This design comes from an exercise in tuning for small area and few clock cycles on the open sky130 flow, not from production work. Only simulation tests tie the RTL to the original design; equivalence was not proved. Power and IR drop assume default switching activity.

## before
Design gc9106_engine, start of the top module:
module gc9106_engine (
    input  wire        clk,
    input  wire        rst,           
    input  wire        host_we,
    input  wire [5:0]  host_addr,     
    input  wire [31:0] host_wdata,
    output reg  [31:0] host_rdata,    
    input  wire        tick_ms,
    output wire [15:0] rom_addr,
    input  wire [7:0]  rom_data,
    input  wire [15:0] rom_len,       
    output wire [13:0] fb_addr,
    output wire        fb_we,
    output wire [1:0]  fb_be,         
    output wire [15:0] fb_wdata,
    input  wire [15:0] fb_rdata,
    output reg         lcd_cs_n,
    output wire        lcd_dc,
    output wire        lcd_sclk,
    output wire        lcd_mosi,
    output reg         lcd_rst_n
);
For scale: roughly 2000 cells after synthesis, ~180 flip-flops, ~15000 sq um of cells after synthesis.
export LEC_CHECK = 0
export CAP_MARGIN = 20
export CORE_MARGIN = 2
export CORE_UTILIZATION = 40
export SLEW_MARGIN = 20
create_clock -name core_clock -period 12.0 [get_ports {clk}]
standard.sh (not shown) runs the stock make flow with config.mk's settings and CLKGATE_MAP_FILE= SYNTH_SCRIPT=/design/flow/synth_recipe.tcl, a recipe that flattens the netlist after the stock synthesis.
==> flow/flow/run.sh <==
#!/bin/bash
# Standard layout; port buffers use the smallest buffer cell.
set -euo pipefail
bash standard.sh BUFFER_PORTS_ARGS="-buffer_cell sky130_fd_sc_hd__buf_1" finish > standard.log 2>&1
Testbench counts of before, summed over its fixed seeds: cycles 2,684,843.
For after, these inputs were changed with respect to before:
==> flow/flow/run.sh <==
#!/bin/bash
# Standard layout (the standard.sh) with two changes:
#  - ABC maps for area: a copy of the ORFS scripts whose abc_speed.script
#    ends with rounds of "dch; map -a" (flow/abc_speed.script);
#  - port buffers use the smallest buffer cell.
# Registers, their names and cell types are those of the standard synthesis.
set -euo pipefail
rm -rf scripts_abc
cp -r "$FLOW_HOME/scripts" scripts_abc
cp flow/abc_speed.script scripts_abc/abc_speed.script
bash standard.sh SCRIPTS_DIR="$PWD/scripts_abc" \
    BUFFER_PORTS_ARGS="-buffer_cell sky130_fd_sc_hd__buf_1" finish > standard.log 2>&1
==> flow/flow/abc_speed.script (new file) <==
&get -n
&st
&dch
&nf -R 1000 -p
&st
&syn2
&if -g -K 6
&synch2
&nf -R 1000 -p
&st
&syn2
&if -g -K 6
&synch2
&nf -R 1000 -p
&st
&syn2
&if -g -K 6
&synch2
&nf -R 1000 -p
&st
&syn2
&if -g -K 6
&synch2
&nf -R 1000 -p
&st
&syn2
&if -g -K 6
&synch2
&nf -R 1000 -p
&put
strash
dch -f
map -a
strash
dch -f
map -a
strash
dch -f
map -a
strash
dch -f
map -a
topo
### Flow results
- Summary of after over before: met3 demand-to-capacity share in global routing moved up; number of resized instances in the post-cts repair step now sits higher; setup fix buffers added after clock tree synthesis increased 1; area share of buffers outside the clock network flat; total internal power shrank by 240 uW.
- From before to after the numbers moved as follows: portion of netlist area occupied by mux cells lower, area added between synthesis and finish increased by 4.3 points relative to the old numbers, met2 global-route usage higher.

* * *

gc9106_engine again, from the RTL that the note above started with.
Settings: LEC_CHECK=0, CAP_MARGIN=20, CORE_MARGIN=2, CORE_UTILIZATION=60, SLEW_MARGIN=20; clock period 12.0 ns.
==> flow/flow/run.sh <==
#!/bin/bash
# Standard layout (the standard.sh) with two changes:
#  - ABC maps for area: a copy of the ORFS scripts whose abc_speed.script
#    ends with rounds of "dch; map -a" (flow/abc_speed.script);
#  - port buffers use the smallest buffer cell.
# Registers, their names and cell types are those of the standard synthesis.
set -euo pipefail
rm -rf scripts_abc
cp -r "$FLOW_HOME/scripts" scripts_abc
cp flow/abc_speed.script scripts_abc/abc_speed.script
bash standard.sh SCRIPTS_DIR="$PWD/scripts_abc" \
    BUFFER_PORTS_ARGS="-buffer_cell sky130_fd_sc_hd__buf_1" finish > standard.log 2>&1
==> flow/flow/abc_speed.script <==
&get -n
&st
&dch
&nf -R 1000 -p
&st
&syn2
&if -g -K 6
&synch2
&nf -R 1000 -p
&st
&syn2
&if -g -K 6
&synch2
&nf -R 1000 -p
&st
&syn2
&if -g -K 6
&synch2
&nf -R 1000 -p
&st
&syn2
&if -g -K 6
&synch2
&nf -R 1000 -p
&st
&syn2
&if -g -K 6
&synch2
&nf -R 1000 -p
&put
strash
dch -f
map -a
strash
dch -f
map -a
strash
dch -f
map -a
strash
dch -f
map -a
topo
The baseline went through all stages and came out clean.
Testbench counts at the start, summed over its fixed seeds: cycles 2,684,843.
Next try:
==> flow/run.sh (new file) <==
#!/bin/bash
# synth_recipe.tcl (not shown) runs the flow's synth.tcl, then flattens the netlist and writes it again
# the make line also repeats each setting of config.mk as NAME=value (left out here)
make -C /OpenROAD-flow-scripts/flow DESIGN_CONFIG=/design/flow/config.mk WORK_HOME=/design/flow/orfs CLKGATE_MAP_FILE= SYNTH_SCRIPT=/design/flow/synth_recipe.tcl finish
Settings changed: CORE_UTILIZATION 60 to 40, CTS_BUF_LIST set to sky130_fd_sc_hd__clkbuf_8, CTS_CLUSTER_SIZE set to 25.
removed: flow/flow/run.sh
removed: flow/flow/abc_speed.script
removed: flow/standard.sh
What happened: The changed run finished clean. Cell area increases by 15%. Non-clock buffer count increases by 28. Wire length increases by 18%. Worst setup slack gets better by 0.058 ns. Clock-buffer cell count increases by 3.
Next try:
==> flow/flow/run.sh (new file) <==
#!/bin/bash
# Standard layout (the standard.sh) with two changes:
#  - ABC maps for area: a copy of the ORFS scripts whose abc_speed.script
#    ends with rounds of "dch; map -a" (flow/abc_speed.script);
#  - port buffers use the smallest buffer cell.
# Registers, their names and cell types are those of the standard synthesis.
set -euo pipefail
rm -rf scripts_abc
cp -r "$FLOW_HOME/scripts" scripts_abc
cp flow/abc_speed.script scripts_abc/abc_speed.script
bash standard.sh SCRIPTS_DIR="$PWD/scripts_abc" \
    BUFFER_PORTS_ARGS="-buffer_cell sky130_fd_sc_hd__buf_1" finish > standard.log 2>&1
==> flow/flow/abc_speed.script (new file) <==
&get -n
&st
&dch
&nf -R 1000 -p
&st
&syn2
&if -g -K 6
&synch2
&nf -R 1000 -p
&st
&syn2
&if -g -K 6
&synch2
&nf -R 1000 -p
&st
&syn2
&if -g -K 6
&synch2
&nf -R 1000 -p
&st
&syn2
&if -g -K 6
&synch2
&nf -R 1000 -p
&st
&syn2
&if -g -K 6
&synch2
&nf -R 1000 -p
&put
strash
dch -f
map -a
strash
dch -f
map -a
strash
dch -f
map -a
strash
dch -f
map -a
topo
==> flow/standard.sh (new file) <==
#!/bin/bash
# synth_recipe.tcl (not shown) runs the flow's synth.tcl, then flattens the netlist and writes it again
# the make line also repeats each setting of config.mk as NAME=value (left out here)
make -C /OpenROAD-flow-scripts/flow DESIGN_CONFIG=/design/flow/config.mk WORK_HOME=/design/flow/orfs CLKGATE_MAP_FILE= SYNTH_SCRIPT=/design/flow/synth_recipe.tcl "${@:-finish}"
Settings changed: CTS_BUF_LIST sky130_fd_sc_hd__clkbuf_8 to sky130_fd_sc_hd__clkbuf_16 sky130_fd_sc_hd__clkbuf_8, CTS_CLUSTER_SIZE 25 to not set.
removed: flow/run.sh
Effect: Via count is lower by 4.8%; design area is lower by about 11%; critical path depth is higher by 3; synthesized cell count is lower by about 7.5%; setup slack gets worse by 0.0031 ns; die area is lower by 11%; count of clock-buffer cells in the layout is lower by 2; combinational power is lower by 62%; wire length is lower by about 7%; maximum frequency stays flat; hold slack gets worse by 0.020 ns.

separate check: timing with driven ports:
The flow's constraints put no driver on any port. The routed layouts listed below were extracted and timed again, unchanged, in two steps.
Step 1, drivers: a clkbuf_16 drives clk and a buf_2 each remaining input, both assumed.
Step 2, shift: input delay + t, output delay - t, t = (earliest + latest rising clock arrival at the registers) / 2. This alone moves slack from input paths to output paths.
Slacks: ideal / step 1 / step 2; pairs: ideal / step 1.
| run | shift t [ns] | setup WS [ns] | hold WS [ns] | worst register clock-pin slew, ns | worst slew at a driven data input, ns |
|---|---|---|---|---|---|
| before | 0.508 | 0.422 / 0.367 / 0.876 | 0.452 / 0.452 / 0.452 | 0.08 / 0.08 | 0.06 |
| after | 0.495 | 0.427 / 0.378 / 0.873 | 0.449 / 0.449 / 0.449 | 0.08 / 0.08 | 0.06 |
| the first run of note 2 | 0.502 | 0.356 / 0.307 / 0.808 | 0.443 / 0.443 / 0.443 | 0.09 / 0.09 | 0.06 |
| the second run of note 2 | 0.559 | 0.414 / 0.363 / 0.522 | 0.468 / 0.468 / 0.468 | 0.12 / 0.12 | 0.06 |
| the third run of note 2 | 0.495 | 0.411 / 0.361 / 0.857 | 0.448 / 0.448 / 0.448 | 0.08 / 0.08 | 0.06 |
After both steps every run listed still meets setup and hold.
